This design comes from an exercise in tuning for small area, a short achievable clock period and few clock cycles per item on the open sky130 flow, not from production work.
No run shown here included a check of the RTL's function; only the layout flow was run.
No activity file was given, so power comes from the tool's default toggle rates.

[flow/config.mk]
export PLATFORM = sky130hd
export DESIGN_NAME = tsac
export DESIGN_NICKNAME = tsac
export VERILOG_FILES = /design/flow/design.v
export SDC_FILE = /design/flow/constraint.sdc
export NUM_CORES = 4
export LEC_CHECK = 0
export ABC_CLOCK_PERIOD_IN_PS = 5000
export CAP_MARGIN = 20
export CORE_MARGIN = 2
export CORE_UTILIZATION = 40
export SETUP_SLACK_MARGIN = 5
export SLEW_MARGIN = 20
[flow/constraint.sdc]
create_clock -name core_clock -period 11.0 [get_ports {clk}]
set_input_delay 2.2000 -clock core_clock [delete_from_list [all_inputs] [get_ports {clk}]]
set_output_delay 2.2000 -clock core_clock [all_outputs]
set_load 0.01 [all_outputs]
[flow/design.v]
module tsac (
    input  wire        clk,
    input  wire        rst,              
    input  wire [63:0] ram_size_pages,   
    input  wire        cmd_valid,
    output wire        cmd_ready,
    input  wire [79:0] cmd_word,         
    input  wire [31:0] cmd_xfer,         
    input  wire [1:0]  cmd_iofail,       
    output reg         resp_valid,
    input  wire        resp_ready,
    output reg  [2:0]  resp_status,
    output reg  [63:0] resp_payload
);
    localparam [2:0] ST_OK      = 3'd0,
                     ST_INVARG  = 3'd1,
                     ST_FATAL   = 3'd2,
                     ST_FIFO    = 3'd3,
                     ST_FULL    = 3'd4,
                     ST_IOERR   = 3'd5,
                     ST_REFUSED = 3'd6;
    reg [47:0] head_hi;      
    reg [15:0] head_lo;      
    reg [63:0] avail;        
    reg [31:0] ctrl;
    reg        armed;        
    reg        running;      
    wire [7:0]  op = cmd_word[79:72];
    wire [7:0]  a  = cmd_word[71:64];
    wire [63:0] d  = cmd_word[63:0];
    wire rd_fail  = cmd_iofail[0];
    wire any_fail = cmd_iofail[0] | cmd_iofail[1];
    assign cmd_ready = !resp_valid || resp_ready;
    wire fire = cmd_valid && cmd_ready;
    wire a_zero  = (a == 8'd0);
    wire a_mux   = (a[7:2] == 6'd0);
    wire dhi0    = (d[63:32] == 32'd0);
    wire dlo0    = (d[31:0] == 32'd0);
    wire d_bool  = dhi0 && (d[31:1] == 31'd0);
    wire d_zero  = d_bool && !d[0];
    wire off8    = (d[63:32] == 32'd8);
    wire cfg_ok  = dhi0 && ((d[31:0] & ~32'h00FF_F030) == 32'd0);
    wire ch_ok   = (a[7:3] == 5'd0) && (a[2] ? (a[1:0] == 2'd0) : (a[1:0] != 2'd0));
    wire [1:0] ch = a[1:0] - 2'd1;
    wire op_rd    = (op == 8'h01);
    wire op_wr    = (op == 8'h02);
    wire op_flag  = (op == 8'h10) || (op == 8'h11) || (op == 8'h16) || (op == 8'h17) || (op == 8'h18);
    wire op_smux  = (op == 8'h12);
    wire op_sch   = (op == 8'h13) || (op == 8'h14) || (op == 8'h15);
    wire op_gflag = (op == 8'h20) || (op == 8'h21) || (op == 8'h22) ||
                    (op == 8'h26) || (op == 8'h27) || (op == 8'h28);
    wire op_gch   = (op == 8'h23) || (op == 8'h24) || (op == 8'h25);
    wire op_adv   = (op == 8'h30);
    wire op_tc    = (op == 8'h40);
    wire op_dmx   = (op == 8'h50);
    wire op_arm   = (op == 8'h60);
    wire op_start = (op == 8'h61);
    wire op_poll  = (op == 8'h62);
    wire op_stop  = (op == 8'h63);
    wire legal = (op_rd    && a_zero && dlo0) ||
                 (op_wr    && a_zero) ||
                 (op_flag  && a_zero && d_bool) ||
                 (op_smux  && a_mux && d_zero) ||
                 (op_sch   && d_bool) ||
                 (op_gflag && a_zero && d_zero) ||
                 (op_gch   && d_zero) ||
                 (op_adv   && a_zero) ||
                 (op_tc    && a_zero && dhi0) ||
                 (op_dmx   && a_mux) ||
                 (op_arm   && a_zero && cfg_ok) ||
                 ((op_start || op_poll || op_stop) && a_zero && d_zero);
    wire [15:0] pm = cmd_xfer[15:0];
    wire [16:0] dsub  = {1'b0, pm} + {1'b0, ~head_lo} + 17'd1;
    wire        wrap  = !dsub[16];                  
    wire [15:0] delta = dsub[15:0];                 
    wire        head_ovf = wrap && (&head_hi);
    wire [47:0] head_hi_n = head_hi + {47'd0, wrap};
    wire [63:0] addb = op_poll ? {48'd0, delta} : ~d;
    wire        cin  = !op_poll;
    wire [65:0] asum = {1'b0, avail, 1'b1} + {1'b0, addb, cin};
    wire [63:0] avail_n = asum[64:1];
    wire        adv_ok  = asum[65];
    wire        full    = avail_n >= ram_size_pages;
    wire [3:0] chsel = 4'b0001 << ch;
    wire [3:0] term = ctrl[15:12], att = ctrl[19:16], cpl = ctrl[23:20];
    wire [3:0] fld  = (op[3:0] == 4'h3) ? term : (op[3:0] == 4'h4) ? att : cpl;
    wire       ch_bit = fld[ch];
    reg flag_bit;
    always @* begin
        case (op[3:0])
            4'h0: flag_bit = ctrl[0];
            4'h1: flag_bit = ctrl[1];
            4'h6: flag_bit = ctrl[24];
            4'h7: flag_bit = ctrl[25];
            default: flag_bit = ctrl[26];
        endcase
    end
    reg [63:0] demux_o;
    always @* begin
        case (a[1:0])
            2'd0: demux_o = d;
            2'd1: demux_o = {d[31:24], d[39:32], d[23:16], d[47:40],
                             d[15:8],  d[55:48], d[7:0],   d[63:56]};
            default: demux_o = {d[7:0],   d[23:16], d[39:32], d[55:48],
                                d[15:8],  d[31:24], d[47:40], d[63:56]};
        endcase
    end
    reg [2:0]  st;
    reg [63:0] pl;
    reg [31:0] ctrl_n;
    reg        ctrl_we, cur_we, cur_clr, drv_we;
    reg        armed_n, running_n;
    always @* begin
        st = ST_OK;
        pl = 64'd0;
        ctrl_n = ctrl;
        ctrl_we = 1'b0;
        cur_we = 1'b0;      
        cur_clr = 1'b0;     
        drv_we = 1'b0;
        armed_n = 1'b0;
        running_n = 1'b0;
        if (!legal) st = ST_REFUSED;
        else if (op_rd) begin
            if (!dhi0 && !off8) st = ST_REFUSED;
            else if (rd_fail) st = ST_IOERR;
            else pl = {32'd0, dhi0 ? ctrl : cmd_xfer};
        end else if (op_wr) begin
            if (!dhi0) st = ST_REFUSED;
            else if (rd_fail) st = ST_IOERR;
            else begin ctrl_we = 1'b1; ctrl_n = d[31:0]; end
        end else if (op_flag || op_smux) begin
            if (any_fail) st = ST_IOERR;
            else begin
                ctrl_we = 1'b1;
                case (op[3:0])
                    4'h0: ctrl_n[0]  = d[0];
                    4'h1: ctrl_n[1]  = d[0];
                    4'h2: ctrl_n[5:4] = a[1:0];
                    4'h6: ctrl_n[24] = d[0];
                    4'h7: ctrl_n[25] = d[0];
                    default: ctrl_n[26] = d[0];
                endcase
            end
        end else if (op_sch) begin
            if (!ch_ok) st = ST_INVARG;
            else if (any_fail) st = ST_IOERR;
            else begin
                ctrl_we = 1'b1;
                case (op[3:0])
                    4'h3: ctrl_n[15:12] = (ctrl[15:12] & ~chsel) | (chsel & {4{d[0]}});
                    4'h4: ctrl_n[19:16] = (ctrl[19:16] & ~chsel) | (chsel & {4{d[0]}});
                    default: ctrl_n[23:20] = (ctrl[23:20] & ~chsel) | (chsel & {4{d[0]}});
                endcase
            end
        end else if (op_gflag) begin
            if (rd_fail) st = ST_IOERR;
            else if (op[3:0] == 4'h2) pl = {62'd0, ctrl[5:4]};
            else pl = {63'd0, flag_bit};
        end else if (op_gch) begin
            if (!ch_ok) st = ST_INVARG;
            else if (rd_fail) st = ST_IOERR;
            else pl = {63'd0, ch_bit};
        end else if (op_adv) begin
            if (!adv_ok) st = ST_INVARG;
            else cur_we = 1'b1;
        end else if (op_tc) begin
            pl = {32'd0, d[31:0]};
        end else if (op_dmx) begin
            pl = demux_o;
        end else if (op_arm) begin
            if (running) st = ST_REFUSED;
            else if (any_fail) begin
                st = ST_IOERR;
                drv_we = 1'b1;
            end else begin
                ctrl_we = 1'b1;
                ctrl_n = (ctrl & 32'hF800_0FCC) | d[31:0] | 32'h0700_0000;
                cur_clr = 1'b1;
                drv_we = 1'b1;
                armed_n = 1'b1;
            end
        end else if (op_start) begin
            if (!armed) st = ST_REFUSED;
            else if (any_fail) begin
                st = ST_IOERR;
                drv_we = 1'b1;
            end else begin
                ctrl_we = 1'b1;
                ctrl_n = ctrl | 32'h0000_0003;
                drv_we = 1'b1;
                running_n = 1'b1;
            end
        end else if (op_poll) begin
            if (!running) st = ST_REFUSED;
            else if (rd_fail) begin
                st = ST_IOERR;
                drv_we = 1'b1;
            end else if (head_ovf) st = ST_REFUSED;
            else begin
                cur_we = 1'b1;
                if (cmd_xfer[31]) begin
                    st = ST_FATAL;
                    drv_we = 1'b1;
                end else if (cmd_xfer[30]) begin
                    st = ST_FIFO;
                    drv_we = 1'b1;
                end else if (full) begin
                    st = ST_FULL;
                    drv_we = 1'b1;
                end else pl = avail_n;
            end
        end else begin  
            drv_we = 1'b1;
            if (any_fail) st = ST_IOERR;
            else begin
                ctrl_we = 1'b1;
                ctrl_n = ctrl & 32'hFFFF_FFFC;
            end
        end
    end
    always @(posedge clk) begin
        if (rst) begin
            head_hi <= 48'd0;
            head_lo <= 16'd0;
            avail   <= 64'd0;
            ctrl    <= 32'd0;
            armed   <= 1'b0;
            running <= 1'b0;
            resp_valid <= 1'b0;
        end else begin
            if (fire) begin
                if (cur_clr) begin
                    head_hi <= 48'd0;
                    head_lo <= 16'd0;
                    avail   <= 64'd0;
                end else if (cur_we) begin
                    if (op_poll) begin
                        head_hi <= head_hi_n;
                        head_lo <= pm;
                    end
                    avail <= avail_n;
                end
                if (ctrl_we) ctrl <= ctrl_n;
                if (drv_we) begin
                    armed   <= armed_n;
                    running <= running_n;
                end
                resp_valid   <= 1'b1;
                resp_status  <= st;
                resp_payload <= pl;
            end else if (resp_ready) begin
                resp_valid <= 1'b0;
            end
        end
    end
endmodule
[flow/run.sh]
#!/bin/bash
# synth_recipe.tcl (not shown) runs the flow's synth.tcl, then flattens the netlist and writes it again
# the make line also repeats each setting of config.mk as NAME=value (left out here)
make -C /OpenROAD-flow-scripts/flow DESIGN_CONFIG=/design/flow/config.mk WORK_HOME=/design/flow/orfs CLKGATE_MAP_FILE= SYNTH_SCRIPT=/design/flow/synth_recipe.tcl finish
==> impl_metrics.env, run 1 <==
export IMPL_period_needed_ns=8.871
export IMPL_synth_area_top_cells="dfxtp_1 (18%), edfxtp_1 (11%), ha_1 (10%)"
export IMPL_antenna_left=0
export IMPL_gp_congestion=0.9805
export IMPL_grt_pass1_wl_mm=128.4
export IMPL_worst_r2r_endpoint="resp_payload[1]"
export IMPL_place_area_um2=21970
export IMPL_status="complete, no violations"
export IMPL_cp_num_buf_inv=3
export IMPL_min_delay_start="avail[61]"
export IMPL_cpLargestDelayFamily="compound AO/OA/AOI/OAI gates"
export IMPL_antenna_found_initial=2
export IMPL_nNetsFinal=3060
export IMPL_synth_seq_area_share_pct=28.56
export IMPL_drc=0
export IMPL_seqCellArea_um2=5275
export IMPL_n_fill_cell=4186
export IMPL_cp_start_kind="primary input"
export IMPL_post_route_util_pct=56.57
export IMPL_final_cells=3349
export IMPL_drt_pass1_iterations=8
export IMPL_cts_made_buffers=29
export IMPL_core_um2=45480
export IMPL_critical_path_arrival_ns=9.30
export IMPL_fin_ws_ns=2.129
export IMPL_grt_pass1_vias=20190
export IMPL_hold_violations=0
export IMPL_multiInputGateArea_um2=13880
export IMPL_cts_root_buf="clkbuf_16"
export IMPL_power_per_cell_area_nw_per_um2=93.32
export IMPL_routed_wl_met2_mm=38.91
export IMPL_yosys_warnings=1
export IMPL_ys_seq_elements=230
export IMPL_max_cap_violations=0
export IMPL_ys_flop_type="dfxtp_1"
export IMPL_synth_top_cell_by_area="dfxtp_1"
export IMPL_vias=20880
export IMPL_wl_met1_mm=34.60
export IMPL_areaGrowthSynthToFinish_pct=39.30
export IMPL_worstPathRequired_ns=11.43
export IMPL_crit_slowest_cell="or4b_1"
export IMPL_top_layer_used="met5"
export IMPL_cts_tree="yes"
export IMPL_clk_pin_slew_ns=0.06
export IMPL_place_hpwl_mm=62.01
export IMPL_dieArea_um2=47900
export IMPL_synth_top_cell_area_share_pct=17.67
export IMPL_diodes=0
export IMPL_start_util_pct=40.61
export IMPL_crit_top_cell="a21oi_2"
export IMPL_rsz0062_at_grt="true"
export IMPL_numClockSinks=230
export IMPL_crit_fanout=6
export IMPL_hold_buffers=0
export IMPL_tns_ns=0
export IMPL_dp_cells=3174
export IMPL_async_flop_share_pct=0
export IMPL_synth_fp_nets=2738
export IMPL_die_h_um=218.9
export IMPL_r2r_slack_ns=3.33
export IMPL_h_tree_depth=1
export IMPL_drt_wl_total_mm=87.09
export IMPL_min_path_type="flip-flop to flip-flop"
export IMPL_end_kind="flip-flop"
export IMPL_hold_depth=2
export IMPL_synthDistinctLibCells=85
export IMPL_fin_skew_ns=0.02661
export IMPL_worstRegToRegCells=39
export IMPL_final_cell_mix="nand2_1 (248), a21oi_1 (248), clkdlybuf4s50_1 (233)"
export IMPL_place_ws_ns=0.1536
export IMPL_fin_area_um2=25730
export IMPL_wl_per_cell_um=26.01
export IMPL_drt_iter0_drc=2425
export IMPL_ir_drop_uv=95.32
export IMPL_grt_max_degree=75
export IMPL_port_buffers=250
export IMPL_r2r_start="head_lo[1]"
export IMPL_critPathMaxStageDelay_ns=0.54
export IMPL_drive_gt1_share_pct=17.82
export IMPL_setup_viol=0
export IMPL_rows=78
export IMPL_synth_edff_count=67
export IMPL_clk_latency_ns=0.60
export IMPL_hold_end="avail[61]"
export IMPL_whs_ns=0.4514
export IMPL_cts_buffer_depth=3
export IMPL_viasPerCell=6.235
export IMPL_avgSynthCellArea_um2=7.682
export IMPL_setup_worst_path_class="primary input to flip-flop"
export IMPL_finalCritPeriodShare_pct=80.64
export IMPL_syn_area_um2=18470
export IMPL_static_leakage_power_nw=9.857
export IMPL_max_slew_margin_pct=22.64
export IMPL_gr_usage_all_layers_pct=35.54
export IMPL_worst_pin_slew_ns=1.160
export IMPL_slew_viol_final=0
export IMPL_die_x_um=218.9
export IMPL_syn_inst=2404
export IMPL_finalPower_mw=2.401
export IMPL_max_freq_ghz=0.1127
export IMPL_met3_length_mm=8.237
export IMPL_io_pins=251
export IMPL_overflow=0
## cells in the mapped netlist (22+ instances only)
master and number:
nand3_1 95, nand2b_1 24, dfxtp_1 163, a31oi_1 40
xor2_1 64, nor2_1 220, and3_1 22, nor4_1 25
o21ai_0 108, o22ai_1 42, a22o_1 33, a21o_1 50
inv_1 129, xnor2_1 47, a21oi_1 322, a211oi_1 28
nor3_1 27, nand4_1 44, mux2i_1 41, ha_1 150
clkbuf_1 112, nand2_1 254, a22oi_1 44, edfxtp_1 67
## cell families (layout without fill, tap and decap cells)
| kind of cell | Yosys count | in the layout | synth area share, % |
|---|---|---|---|
| AOI/OAI and AO/OA | 796 | 797 | 27.03 |
| xor gates and xnor gates | 111 | 111 | 5.264 |
| adders and majority gates | 152 | 152 | 10.38 |
| buffers and inverters | 267 | 609 | 5.522 |
| DFF | 230 | 230 | 28.56 |
| muxes | 43 | 43 | 2.466 |
| and+or+nand+nor | 805 | 807 | 20.78 |
## routing by layer
layer  GRT usage, %  vias to the layer above
met5              0                        -
met4          18.24                        2
met3          6.819                      280
met2          56.55                     1162
met1          45.78                     9977
li1               -                     9459
## cell type report
cell class | instances | area share (%)
flip-flops and latches | 230 | 20.50
repair buffers | 425 | 16.72
clock inverters | 13 | 0.7052
multi-input cells | 1910 | 53.96
clock buffers | 41 | 3.234
well taps | 600 | 2.918
inverters | 130 | 1.955
## what timing repair did
action | 4_1_cts | 5_1_grt
endpoints found under the hold margin | 0 | 0
setup buffers | 90 | 19
gates resized for setup | 247 | 64
cloned | 11 | 1
pin swaps | 98 | 28
setup endpoints to repair | 208 | 216
## sequential cells by signal, summed over array words and instances, names as in the netlist, named ones only
signal	flops
head_hi	48
armed	1
head_lo	16
ctrl	20
avail	64
resp_status	3
resp_payload	64
running	1
resp_valid	1
## tightest hold or removal path, cell delays in order (launching register included)
cell	delay, ns
dfxtp_1	0.31
nand2_1	0.05
o21ai_1	0.05
## worst max-delay path by stage
stage                       endpoint  cells after the start   startpoint  slack (ns)
finish               resp_payload[1]                     39  cmd_xfer[1]        2.13
global route        resp_payload[16]                     39  cmd_xfer[1]        1.89
CTS                  resp_payload[1]                     40  cmd_xfer[1]        2.26
detailed placement  resp_payload[47]                     38  cmd_xfer[1]        0.15
global placement    resp_payload[47]                     38  cmd_xfer[1]        0.23
floorplan           resp_payload[23]                     39  cmd_xfer[1]        2.49
## where the power goes
part	total, mW	internal, mW	switching, mW
sequential	0.890	0.882	0.00756
combinational	0.468	0.193	0.275
clock	1.04	0.620	0.423
==> run 2, diff against run 1 <==
--- a/flow/design.v
+++ b/flow/design.v
@@ -20,5 +20,6 @@
                      ST_IOERR   = 3'd5,
                      ST_REFUSED = 3'd6;
-    reg [47:0] head_hi;      
+    reg [47:0] hcnt;         
+    reg        hnz;          
     reg [15:0] head_lo;      
     reg [63:0] avail;        
@@ -70,16 +71,23 @@
                  (op_arm   && a_zero && cfg_ok) ||
                  ((op_start || op_poll || op_stop) && a_zero && d_zero);
-    wire [15:0] pm = cmd_xfer[15:0];
-    wire [16:0] dsub  = {1'b0, pm} + {1'b0, ~head_lo} + 17'd1;
-    wire        wrap  = !dsub[16];                  
-    wire [15:0] delta = dsub[15:0];                 
-    wire        head_ovf = wrap && (&head_hi);
-    wire [47:0] head_hi_n = head_hi + {47'd0, wrap};
-    wire [63:0] addb = op_poll ? {48'd0, delta} : ~d;
-    wire        cin  = !op_poll;
-    wire [65:0] asum = {1'b0, avail, 1'b1} + {1'b0, addb, cin};
-    wire [63:0] avail_n = asum[64:1];
-    wire        adv_ok  = asum[65];
-    wire        full    = avail_n >= ram_size_pages;
+    wire [15:0] pm   = cmd_xfer[15:0];
+    wire        wrap = pm < head_lo;                    
+    wire        head_ovf = wrap && hnz && (hcnt == 48'd0);
+    wire        hfb = ~(hcnt[47] ^ hcnt[46] ^ hcnt[20] ^ hcnt[19]);
+    wire [63:0] sub_b = op[6] ? {48'hFFFF_FFFF_FFFF, 16'h0000} : d;
+    wire [64:0] sub   = {1'b0, avail} - {1'b0, sub_b};
+    wire        adv_ok = !sub[64];
+    wire [47:0] avail_hi_inc = sub[63:16];
+    wire [17:0] u  = {2'b00, avail[15:0]} + {2'b00, pm} + {2'b00, ~head_lo} + 18'd1;
+    wire        cy = wrap ? u[16] : u[17];
+    wire [63:0] avail_p = {cy ? avail_hi_inc : avail[63:16], u[15:0]};
+    wire [18:0] w  = {3'b000, avail[15:0]} + {3'b000, pm} + {3'b000, ~head_lo} +
+                     {3'b000, ~ram_size_pages[15:0]} + 19'd2;
+    wire        lo_ge = w[16] ^ u[16];
+    wire [47:0] ram_hi = ram_size_pages[63:16];
+    wire        gt0 = avail[63:16] > ram_hi;
+    wire        eq0 = avail[63:16] == ram_hi;
+    wire        eq1 = avail_hi_inc == ram_hi;
+    wire        full = cy ? (gt0 || eq0 || (eq1 && lo_ge)) : (gt0 || (eq0 && lo_ge));
     wire [3:0] chsel = 4'b0001 << ch;
     wire [3:0] term = ctrl[15:12], att = ctrl[19:16], cpl = ctrl[23:20];
@@ -96,34 +104,31 @@
         endcase
     end
-    reg [63:0] demux_o;
-    always @* begin
-        case (a[1:0])
-            2'd0: demux_o = d;
-            2'd1: demux_o = {d[31:24], d[39:32], d[23:16], d[47:40],
-                             d[15:8],  d[55:48], d[7:0],   d[63:56]};
-            default: demux_o = {d[7:0],   d[23:16], d[39:32], d[55:48],
-                                d[15:8],  d[31:24], d[47:40], d[63:56]};
-        endcase
-    end
+    wire [63:0] perm1 = {d[31:24], d[39:32], d[23:16], d[47:40],
+                         d[15:8],  d[55:48], d[7:0],   d[63:56]};
+    wire [63:0] perm2 = {d[7:0],   d[23:16], d[39:32], d[55:48],
+                         d[15:8],  d[31:24], d[47:40], d[63:56]};
     reg [2:0]  st;
-    reg [63:0] pl;
     reg [31:0] ctrl_n;
-    reg        ctrl_we, cur_we, cur_clr, drv_we;
+    reg        ctrl_we, adv_we, poll_we, cur_clr, drv_we;
     reg        armed_n, running_n;
+    reg        s_d, s_p1, s_p2, s_av, s_ctrl, s_xfer, s_gf, s_gc;
     always @* begin
         st = ST_OK;
-        pl = 64'd0;
         ctrl_n = ctrl;
         ctrl_we = 1'b0;
-        cur_we = 1'b0;      
-        cur_clr = 1'b0;     
+        adv_we = 1'b0;
+        poll_we = 1'b0;
+        cur_clr = 1'b0;
         drv_we = 1'b0;
         armed_n = 1'b0;
         running_n = 1'b0;
+        s_d = 1'b0; s_p1 = 1'b0; s_p2 = 1'b0; s_av = 1'b0;
+        s_ctrl = 1'b0; s_xfer = 1'b0; s_gf = 1'b0; s_gc = 1'b0;
         if (!legal) st = ST_REFUSED;
         else if (op_rd) begin
             if (!dhi0 && !off8) st = ST_REFUSED;
             else if (rd_fail) st = ST_IOERR;
-            else pl = {32'd0, dhi0 ? ctrl : cmd_xfer};
+            else if (dhi0) s_ctrl = 1'b1;
+            else s_xfer = 1'b1;
         end else if (op_wr) begin
             if (!dhi0) st = ST_REFUSED;
@@ -156,17 +161,18 @@
         end else if (op_gflag) begin
             if (rd_fail) st = ST_IOERR;
-            else if (op[3:0] == 4'h2) pl = {62'd0, ctrl[5:4]};
-            else pl = {63'd0, flag_bit};
+            else s_gf = 1'b1;
         end else if (op_gch) begin
             if (!ch_ok) st = ST_INVARG;
             else if (rd_fail) st = ST_IOERR;
-            else pl = {63'd0, ch_bit};
+            else s_gc = 1'b1;
         end else if (op_adv) begin
             if (!adv_ok) st = ST_INVARG;
-            else cur_we = 1'b1;
+            else adv_we = 1'b1;
         end else if (op_tc) begin
-            pl = {32'd0, d[31:0]};
+            s_d = 1'b1;                       
         end else if (op_dmx) begin
-            pl = demux_o;
+            if (a[1]) s_p2 = 1'b1;
+            else if (a[0]) s_p1 = 1'b1;
+            else s_d = 1'b1;
         end else if (op_arm) begin
             if (running) st = ST_REFUSED;
@@ -199,5 +205,5 @@
             end else if (head_ovf) st = ST_REFUSED;
             else begin
-                cur_we = 1'b1;
+                poll_we = 1'b1;
                 if (cmd_xfer[31]) begin
                     st = ST_FATAL;
@@ -209,5 +215,5 @@
                     st = ST_FULL;
                     drv_we = 1'b1;
-                end else pl = avail_n;
+                end else s_av = 1'b1;
             end
         end else begin  
@@ -220,7 +226,16 @@
         end
     end
+    wire [63:0] pl = ({64{s_d}}  & d) |
+                     ({64{s_p1}} & perm1) |
+                     ({64{s_p2}} & perm2) |
+                     ({64{s_av}} & avail_p) |
+                     ({64{s_ctrl}} & {32'd0, ctrl}) |
+                     ({64{s_xfer}} & {32'd0, cmd_xfer}) |
+                     ({64{s_gf}} & {62'd0, (op[3:0] == 4'h2) ? ctrl[5:4] : {1'b0, flag_bit}}) |
+                     ({64{s_gc}} & {63'd0, ch_bit});
     always @(posedge clk) begin
         if (rst) begin
-            head_hi <= 48'd0;
+            hcnt    <= 48'd0;
+            hnz     <= 1'b0;
             head_lo <= 16'd0;
             avail   <= 64'd0;
@@ -232,13 +247,17 @@
             if (fire) begin
                 if (cur_clr) begin
-                    head_hi <= 48'd0;
+                    hcnt    <= 48'd0;
+                    hnz     <= 1'b0;
                     head_lo <= 16'd0;
                     avail   <= 64'd0;
-                end else if (cur_we) begin
-                    if (op_poll) begin
-                        head_hi <= head_hi_n;
-                        head_lo <= pm;
+                end else if (poll_we) begin
+                    if (wrap) begin
+                        hcnt <= {hcnt[46:0], hfb};
+                        hnz  <= 1'b1;
                     end
-                    avail <= avail_n;
+                    head_lo <= pm;
+                    avail   <= avail_p;
+                end else if (adv_we) begin
+                    avail   <= sub[63:0];
                 end
                 if (ctrl_we) ctrl <= ctrl_n;
--- a/flow/config.mk
+++ b/flow/config.mk
@@ -6,8 +6,6 @@
 export NUM_CORES = 4
 export LEC_CHECK = 0
-export ABC_CLOCK_PERIOD_IN_PS = 5000
 export CAP_MARGIN = 20
 export CORE_MARGIN = 2
 export CORE_UTILIZATION = 40
-export SETUP_SLACK_MARGIN = 5
 export SLEW_MARGIN = 20
==> run 2 against run 1 <==
Effect of this change:
- still clean
- synthesized area rose by 16%
- power rose by 2.1%
- register-to-register slack improved by 0.88 ns
- first-iteration DRC count rose by 22%
- largest cell class unchanged
- highest routed layer unchanged
==> impl_metrics.env, run 2 <==
export IMPL_crit_fanout=14
export IMPL_gp_congestion=1.062
export IMPL_slew_viol_final=0
export IMPL_fin_skew_ns=0.02177
export IMPL_grt_pass1_wl_mm=151.1
export IMPL_port_buffers=250
export IMPL_status="complete, no violations"
export IMPL_hold_violations=0
export IMPL_end_kind="flip-flop"
export IMPL_max_slew_margin_pct=23.91
export IMPL_antenna_left=0
export IMPL_io_pins=251
export IMPL_period_needed_ns=8.748
export IMPL_synthDistinctLibCells=94
export IMPL_yosys_top_cells_count="nand2_1 (288), a21oi_1 (279), nor2_1 (220)"
export IMPL_synth_top_cell_by_area="dfxtp_1"
export IMPL_h_tree_depth=1
export IMPL_hold_buffers=0
export IMPL_cp_start_kind="primary input"
export IMPL_cts_buffer_depth=3
export IMPL_fin_ws_ns=2.252
export IMPL_wl_per_cell_um=29.07
export IMPL_synth_area_top_cells="dfxtp_1 (15%), ha_1 (10%), edfxtp_1 (9.4%)"
export IMPL_gr_usage_all_layers_pct=36.51
export IMPL_die_h_um=235.4
export IMPL_final_cells=3616
export IMPL_ys_flop_type="dfxtp_1"
export IMPL_start_util_pct=40.61
export IMPL_clk_latency_ns=0.62
export IMPL_power_per_cell_area_nw_per_um2=96.02
export IMPL_cts_root_buf="clkbuf_16"
export IMPL_rsz0062_at_grt="false"
export IMPL_drive_gt1_share_pct=6.115
export IMPL_yosys_warnings=1
export IMPL_die_x_um=235.4
export IMPL_final_common_cell="nand2_1"
export IMPL_place_ws_ns=1.923
export IMPL_async_flop_share_pct=0
export IMPL_setup_worst_path_class="primary input to flip-flop"
export IMPL_min_path_type="flip-flop to flip-flop"
export IMPL_dp_cells=3561
export IMPL_cts_made_buffers=29
export IMPL_reg_top3="avail: 64 flops, resp_payload: 64 flops, hcnt: 48 flops"
export IMPL_drt_pass1_iterations=14
export IMPL_drt_iter0_drc=2966
export IMPL_final_cell_mix="nand2_1 (288), a21oi_1 (278), clkdlybuf4s50_1 (248)"
export IMPL_grt_max_degree=79
export IMPL_syn_inst=2731
export IMPL_dieArea_um2=55430
export IMPL_finalCritPeriodShare_pct=79.53
export IMPL_setup_viol=0
export IMPL_antenna_found_initial=6
export IMPL_synth_seq_area_share_pct=24.72
export IMPL_numClockSinks=231
export IMPL_overflow=0
export IMPL_ys_seq_elements=231
export IMPL_critical_path_arrival_ns=9.06
export IMPL_synth_edff_count=67
export IMPL_max_cap_violations=0
export IMPL_place_hpwl_mm=83.28
export IMPL_avgSynthCellArea_um2=7.845
export IMPL_synth_most_common_cell="nand2_1"
export IMPL_ir_drop_uv=110.5
export IMPL_syn_area_um2=21420
export IMPL_cts_repair_resized=0
export IMPL_synth_top_cell_area_share_pct=15.32
export IMPL_nNetsFinal=3292
export IMPL_viasPerCell=6.424
export IMPL_static_leakage_power_nw=9.722
export IMPL_vias=23230
export IMPL_areaGrowthSynthToFinish_pct=19.19
export IMPL_cts_tree="yes"
export IMPL_synth_fp_nets=3119
export IMPL_tns_ns=0
export IMPL_postCtsSetupRepairBufs=0
export IMPL_core_um2=52760
export IMPL_grt_pass1_vias=22080
export IMPL_rows=84
export IMPL_drt_wl_total_mm=105.1
export IMPL_worst_pin_slew_ns=1.141
export IMPL_clk_pin_slew_ns=0.06
export IMPL_worstPathRequired_ns=11.32
export IMPL_max_freq_ghz=0.1143
export IMPL_drc=0
export IMPL_post_route_util_pct=48.40
## run 2: worst max-delay path, stage by stage
cell and delay [ns]:
clkdlybuf4s50_1 0.76, nor2b_1 0.30, ha_1 0.26, fa_1 0.40
nand2b_1 0.22, a21oi_2 0.21, o21ai_1 0.16, a31oi_2 0.46
o21ai_2 0.28, and3_1 0.24, o21ai_0 0.72, nand3_1 0.39
nor4_1 0.63, nand4_1 0.21, nor4_2 0.48, nor2b_1 0.25
o21ai_2 0.67, o211ai_1 0.22
## run 2: cell families (layout without fill, tap and decap cells)
family / after synthesis / count (layout) / share of synthesized area, %
adder cells (fa/ha/maj): 206 / 206 / 13.26
AO/OA/AOI/OAI: 855 / 855 / 26.25
other: 0 / 1 / 0
buffers and inverters: 323 / 519 / 6.272
multiplexers: 56 / 56 / 2.797
flip-flops: 231 / 231 / 24.72
AND/OR/NAND/NOR: 937 / 937 / 21.39
XOR/XNOR: 123 / 123 / 5.326
## run 2: through the flow
stage / total power, mW / cell area, um2 / hold WS [ns]
floorplan: 1.169 / 21420 / 0.4319
global placement: 1.422 / 24500 / 0.4383
detailed placement: 1.424 / 24510 / 0.4445
CTS: 2.451 / 25530 / 0.4512
global route: 2.525 / 25540 / 0.4828
finish: 2.452 / 25540 / 0.4509
## run 2: path summary, 6_finish.rpt
check | startpoint | to | slack (ns) | cells after the start
hold reg to reg | hcnt[47] | hcnt[47] | 0.45 | 2
setup / recovery | cmd_word[0] | resp_payload[14] | 2.25 | 18
hold / removal | hcnt[47] | hcnt[47] | 0.45 | 2
setup reg to reg | avail[0] | resp_payload[14] | 4.21 | 17
## run 2: per-layer routing
metal	up-vias	routed length, um	track usage [%]
met5	-	22	0
met4	4	4833	14.57
met3	249	11390	9.193
met2	1294	45290	56.52
met1	11210	43590	48.60
li1	10470	-	-
## run 2: layout make-up
type                       instances  area, um2
fill                            5222      27220
multi-input combinational       2177      14880
sequential                       231       5295
timing repair buffer             299       2863
tap                              688      860.8
clock buffer                      40      859.6
inverter                         166      623.1
clock inverter                    14      153.9
antenna                            1      2.502
## run 2: power breakdown
| part | internal [mW] | switching, mW |
|---|---|---|
| Clock | 0.597 | 0.431 |
| Sequential | 0.885 | 0.00466 |
| Combinational | 0.205 | 0.329 |
==> run 3, diff against run 2 <==
--- a/flow/design.v
+++ b/flow/design.v
@@ -71,23 +71,39 @@
                  (op_arm   && a_zero && cfg_ok) ||
                  ((op_start || op_poll || op_stop) && a_zero && d_zero);
-    wire [15:0] pm   = cmd_xfer[15:0];
-    wire        wrap = pm < head_lo;                    
+    wire [15:0] pm = cmd_xfer[15:0];
+    wire        head_ge;                                
+    tsac_ge #(16) u_wrap (.a(pm), .b(head_lo), .y(head_ge));
+    wire        wrap = !head_ge;                        
     wire        head_ovf = wrap && hnz && (hcnt == 48'd0);
     wire        hfb = ~(hcnt[47] ^ hcnt[46] ^ hcnt[20] ^ hcnt[19]);
-    wire [63:0] sub_b = op[6] ? {48'hFFFF_FFFF_FFFF, 16'h0000} : d;
-    wire [64:0] sub   = {1'b0, avail} - {1'b0, sub_b};
-    wire        adv_ok = !sub[64];
-    wire [47:0] avail_hi_inc = sub[63:16];
-    wire [17:0] u  = {2'b00, avail[15:0]} + {2'b00, pm} + {2'b00, ~head_lo} + 18'd1;
+    wire [15:0] nh  = ~head_lo;
+    wire [15:0] x1  = avail[15:0] ^ pm ^ nh;
+    wire [15:0] y1  = (avail[15:0] & pm) | (avail[15:0] & nh) | (pm & nh);
+    wire [16:0] y1s = {y1, 1'b1};                       
+    wire [16:0] us;
+    wire        uco;
+    tsac_add #(17) u_u (.a({1'b0, x1}), .b(y1s), .ci(1'b0), .s(us), .co(uco));
+    wire [17:0] u  = {uco, us};
     wire        cy = wrap ? u[16] : u[17];
+    wire [47:0] avail_hi_inc;
+    tsac_inc #(48) u_inc (.a(avail[63:16]), .y(avail_hi_inc));
     wire [63:0] avail_p = {cy ? avail_hi_inc : avail[63:16], u[15:0]};
-    wire [18:0] w  = {3'b000, avail[15:0]} + {3'b000, pm} + {3'b000, ~head_lo} +
-                     {3'b000, ~ram_size_pages[15:0]} + 19'd2;
-    wire        lo_ge = w[16] ^ u[16];
+    wire [15:0] nr  = ~ram_size_pages[15:0];
+    wire [16:0] x1e = {1'b0, x1};
+    wire [16:0] nre = {1'b0, nr};
+    wire [16:0] x2  = x1e ^ y1s ^ nre;
+    wire [16:0] y2  = (x1e & y1s) | (x1e & nre) | (y1s & nre);
+    wire [16:0] ws;
+    wire        wco;
+    tsac_add #(17) u_w (.a(x2), .b({y2[15:0], 1'b1}), .ci(1'b0), .s(ws), .co(wco));
+    wire        lo_ge = ws[16] ^ u[16];
     wire [47:0] ram_hi = ram_size_pages[63:16];
-    wire        gt0 = avail[63:16] > ram_hi;
-    wire        eq0 = avail[63:16] == ram_hi;
-    wire        eq1 = avail_hi_inc == ram_hi;
-    wire        full = cy ? (gt0 || eq0 || (eq1 && lo_ge)) : (gt0 || (eq0 && lo_ge));
+    wire        gt0, eq0, eq1;
+    tsac_cmp #(48) u_cmp0 (.a(avail[63:16]), .b(ram_hi), .gt(gt0), .eq(eq0));
+    assign eq1 = (avail_hi_inc == ram_hi);
+    wire        full = gt0 || (eq0 && (cy || lo_ge)) || (cy && eq1 && lo_ge);
+    wire [63:0] avail_a;
+    wire        adv_ok;
+    tsac_add #(64) u_adv (.a(avail), .b(~d), .ci(1'b1), .s(avail_a), .co(adv_ok));
     wire [3:0] chsel = 4'b0001 << ch;
     wire [3:0] term = ctrl[15:12], att = ctrl[19:16], cpl = ctrl[23:20];
@@ -259,5 +275,5 @@
                     avail   <= avail_p;
                 end else if (adv_we) begin
-                    avail   <= sub[63:0];
+                    avail   <= avail_a;
                 end
                 if (ctrl_we) ctrl <= ctrl_n;
@@ -275,2 +291,72 @@
     end
 endmodule
+module tsac_add #(parameter W = 16) (
+    input  wire [W-1:0] a,
+    input  wire [W-1:0] b,
+    input  wire         ci,
+    output wire [W-1:0] s,
+    output wire         co
+);
+    wire [W-1:0] g0 = a & b;
+    wire [W-1:0] p0 = a ^ b;
+    reg  [W-1:0] g, p;    
+    integer l, i;
+    always @* begin
+        g = g0;
+        p = p0;
+        g[0] = g0[0] | (p0[0] & ci);
+        for (l = 0; (1 << l) < W; l = l + 1)
+            for (i = 0; i < W; i = i + 1)
+                if (((i >> l) & 1) == 1) begin
+                    g[i] = g[i] | (p[i] & g[((i >> l) << l) - 1]);
+                    p[i] = p[i] & p[((i >> l) << l) - 1];
+                end
+    end
+    assign s  = p0 ^ {g[W-2:0], ci};
+    assign co = g[W-1];
+endmodule
+module tsac_inc #(parameter W = 48) (
+    input  wire [W-1:0] a,
+    output wire [W-1:0] y
+);
+    reg [W-1:0] p;        
+    integer l, i;
+    always @* begin
+        p = a;
+        for (l = 0; (1 << l) < W; l = l + 1)
+            for (i = 0; i < W; i = i + 1)
+                if (((i >> l) & 1) == 1)
+                    p[i] = p[i] & p[((i >> l) << l) - 1];
+    end
+    assign y = a ^ {p[W-2:0], 1'b1};
+endmodule
+module tsac_cmp #(parameter W = 64) (
+    input  wire [W-1:0] a,
+    input  wire [W-1:0] b,
+    output wire         gt,
+    output wire         eq
+);
+    reg [W-1:0] g, e;     
+    integer l, i;
+    always @* begin
+        g = a & ~b;
+        e = ~(a ^ b);
+        for (l = 0; (1 << l) < W; l = l + 1)
+            for (i = 0; i < W; i = i + 1)
+                if ((i % (2 << l)) == 0 && i + (1 << l) < W) begin
+                    g[i] = g[i + (1 << l)] | (e[i + (1 << l)] & g[i]);
+                    e[i] = e[i + (1 << l)] & e[i];
+                end
+    end
+    assign gt = g[0];
+    assign eq = e[0];
+endmodule
+module tsac_ge #(parameter W = 64) (
+    input  wire [W-1:0] a,
+    input  wire [W-1:0] b,
+    output wire         y
+);
+    wire gt, eq;
+    tsac_cmp #(W) u_cmp (.a(a), .b(b), .gt(gt), .eq(eq));
+    assign y = gt | eq;
+endmodule
==> run 3 against run 2 <==
Effect of this change:
- largest cell class unchanged
- worst setup slack improved by 0.28 ns
- synthesized area decreased by 3.9%
- critical path depth grew 6
- via count shrank 6.7%
- still clean on timing, DRC and antenna
- utilization shrank 0.11 points
==> impl_metrics.env, run 3 <==
export IMPL_setup_worst_path_class="primary input to flip-flop"
export IMPL_hold_violations=0
export IMPL_grt_pass1_wl_mm=130.9
export IMPL_whs_ns=0.4526
export IMPL_slew_viol_final=0
export IMPL_drt_iter0_drc=2722
export IMPL_min_delay_start="ctrl[30]"
export IMPL_grt_pass1_vias=20670
export IMPL_reg_top3="avail: 64 flops, resp_payload: 64 flops, hcnt: 48 flops"
export IMPL_die_x_um=230.9
export IMPL_vias=21660
export IMPL_avgSynthCellArea_um2=7.963
export IMPL_ys_flop_type="dfxtp_1"
export IMPL_postCtsSetupRepairBufs=0
export IMPL_synth_top_cell_area_share_pct=15.94
export IMPL_clk_latency_ns=0.61
export IMPL_period_needed_ns=8.473
export IMPL_setup_viol=0
export IMPL_max_slew_margin_pct=29.07
export IMPL_h_tree_depth=1
export IMPL_power_per_cell_area_nw_per_um2=93.74
export IMPL_worstPathRequired_ns=11.29
export IMPL_syn_inst=2586
export IMPL_start_util_pct=40.30
export IMPL_cts_repair_resized=0
export IMPL_final_cell_mix="inv_1 (253), clkdlybuf4s50_1 (249), nor2_1 (229)"
export IMPL_synth_top_cell_by_area="dfxtp_1"
export IMPL_place_ws_ns=2.005
export IMPL_antenna_left=0
export IMPL_final_common_cell="inv_1"
export IMPL_viasPerCell=6.230
export IMPL_syn_area_um2=20590
export IMPL_drt_pass1_iterations=13
export IMPL_rows=83
export IMPL_static_leakage_power_nw=9.707
export IMPL_cts_root_buf="clkbuf_16"
export IMPL_die_h_um=230.9
export IMPL_ir_drop_uv=107.2
export IMPL_numClockSinks=231
export IMPL_yosys_warnings=6
export IMPL_cts_buffer_depth=3
export IMPL_end_kind="flip-flop"
export IMPL_yosys_top_cells_count="inv_1 (253), nor2_1 (233), nand2_1 (207)"
export IMPL_max_cap_violations=0
export IMPL_grt_max_degree=94
export IMPL_hold_buffers=0
export IMPL_drive_gt1_share_pct=4.583
export IMPL_dieArea_um2=53310
export IMPL_rsz0062_at_grt="false"
export IMPL_synth_edff_count=67
export IMPL_ys_seq_elements=231
export IMPL_r2r_start="avail[16]"
export IMPL_cp_start_kind="primary input"
export IMPL_status="complete, no violations"
export IMPL_worst_pin_slew_ns=1.064
export IMPL_cts_tree="yes"
export IMPL_synthDistinctLibCells=88
export IMPL_gr_usage_all_layers_pct=32.21
export IMPL_cts_made_buffers=29
export IMPL_max_freq_ghz=0.1180
export IMPL_core_um2=51090
export IMPL_crit_fanout=41
export IMPL_areaGrowthSynthToFinish_pct=19.83
export IMPL_overflow=0
export IMPL_finalCritPeriodShare_pct=77.03
export IMPL_critical_path_arrival_ns=8.76
export IMPL_gp_congestion=0.9652
export IMPL_drt_wl_total_mm=88.49
export IMPL_fin_ws_ns=2.527
export IMPL_wl_per_cell_um=25.45
export IMPL_io_pins=251
export IMPL_port_buffers=250
export IMPL_drc=0
export IMPL_nNetsFinal=3164
export IMPL_async_flop_share_pct=0
export IMPL_synth_most_common_cell="inv_1"
export IMPL_synth_fp_nets=2979
export IMPL_synth_seq_area_share_pct=25.71
export IMPL_synth_area_top_cells="dfxtp_1 (16%), ha_1 (10%), edfxtp_1 (9.8%)"
export IMPL_startpoint="cmd_xfer[2]"
export IMPL_min_path_type="flip-flop to flip-flop"
export IMPL_fin_skew_ns=0.01879
export IMPL_place_hpwl_mm=68.92
export IMPL_antenna_found_initial=5
export IMPL_tns_ns=0
export IMPL_clk_pin_slew_ns=0.06
==> run 3: logic make-up after synthesis <==
| logic type | count (synthesis) | share of synthesized area [%] |
|---|---|---|
| and+or+nand+nor | 816 | 19.45 |
| AOI/OAI and AO/OA | 750 | 24.74 |
| buffers and inverters | 392 | 7.480 |
| DFF | 231 | 25.71 |
| adders and majority gates | 211 | 14.32 |
| xor gates and xnor gates | 153 | 6.507 |
| muxes | 33 | 1.792 |
==> run 3: final timing paths <==
path	depth (start not counted)	endpoint	slack [ns]
max	24	resp_payload[22]	2.53
min	2	ctrl[30]	0.45
max reg2reg	18	resp_payload[22]	4.01
min reg2reg	2	ctrl[30]	0.45
==> run 3: layout make-up <==
| cell class | instances | area (um2) |
|---|---|---|
| Clock buffer | 40 | 787.0 |
| Tap cell | 680 | 850.8 |
| Clock inverter | 13 | 161.4 |
| Timing Repair Buffer | 291 | 2808 |
| Antenna cell | 4 | 10.01 |
| Fill cell | 5061 | 26420 |
| Multi-Input combinational cell | 1963 | 13810 |
| Inverter | 255 | 957.2 |
| Sequential cell | 231 | 5295 |
==> run 3: power breakdown <==
part | leakage (nW) | switching [mW] | total (mW) | internal (mW)
clock | 0.448 | 0.419 | 0.989 | 0.570
sequential | 1.92 | 0.00827 | 0.894 | 0.885
combinational | 7.34 | 0.255 | 0.430 | 0.175
==> run 3: stage by stage <==
stage               instance area (um2)  std cells  util, %  power (mW)
global route                      24670       3475    48.28       2.378
detailed placement                23720       3420    46.42       1.331
CTS                               24660       3473    48.27       2.313
global placement                  23710       3420    46.41       1.327
floorplan                         20590       2586        -       1.113
finish                            24670       3477    48.29       2.313
==> run 3: layer usage <==
layer	wire length (um)	up-vias	share of wire (%)	global-route usage (%)
li1	-	9897	-	-
met3	9098	213	10	6.213
met4	4210	2	4.8	14.19
met1	36180	10360	41	42.90
met5	18	-	0.020	0
met2	38990	1189	44	50.56
==> run 3: worst max-delay path: stages <==
cell and delay [ns]:
clkdlybuf4s50_1 0.53, inv_1 0.08, fa_1 0.59, inv_1 0.09
ha_1 0.28, nor2b_1 0.13, o21ai_0 0.21, a21boi_0 0.15
o21ai_0 0.47, o211ai_1 0.23, a31oi_1 0.36, o21bai_1 0.12
a21oi_1 0.22, o21bai_1 0.10, ha_1 0.31, xor2_1 0.20
xnor2_1 0.14, or4_1 0.48, nand3_1 0.20, a41oi_1 0.18
o21ai_2 0.28, or2_2 0.47, buf_4 0.51, o2111ai_1 0.20

separate check: timing with driven ports:
The results above use ideal ports. As a check the final layouts listed here were re-extracted and re-timed, cells and wires unchanged. Step 1 (the two cells are an assumption about what drives the block):
set clk [get_ports {clk}]
set_driving_cell -lib_cell sky130_fd_sc_hd__clkbuf_16 $clk
set_driving_cell -lib_cell sky130_fd_sc_hd__buf_2 [delete_from_list [all_inputs] $clk]
Step 2 times the ports against the registers' clock, not the clock port: input delays grow and output delays shrink by t, the midpoint of the rising clock arrivals with the driver on. Three values: no drivers, after step 1, after step 2; two values: the first two.
run | t, ns | setup slack, ns | slew at the worst register clock pin (ns)
run 1 | 0.651 | 2.129 / 2.150 / 1.499 | 0.07 / 0.07
run 2 | 0.669 | 2.252 / 2.275 / 1.606 | 0.07 / 0.07
run 3 | 0.657 | 2.527 / 2.560 / 1.903 | 0.07 / 0.07
After both steps every run listed still meets setup and hold. The setup slack of run 2, which loses most, moves by +0.023 ns with the drivers and by -0.646 ns with both steps.
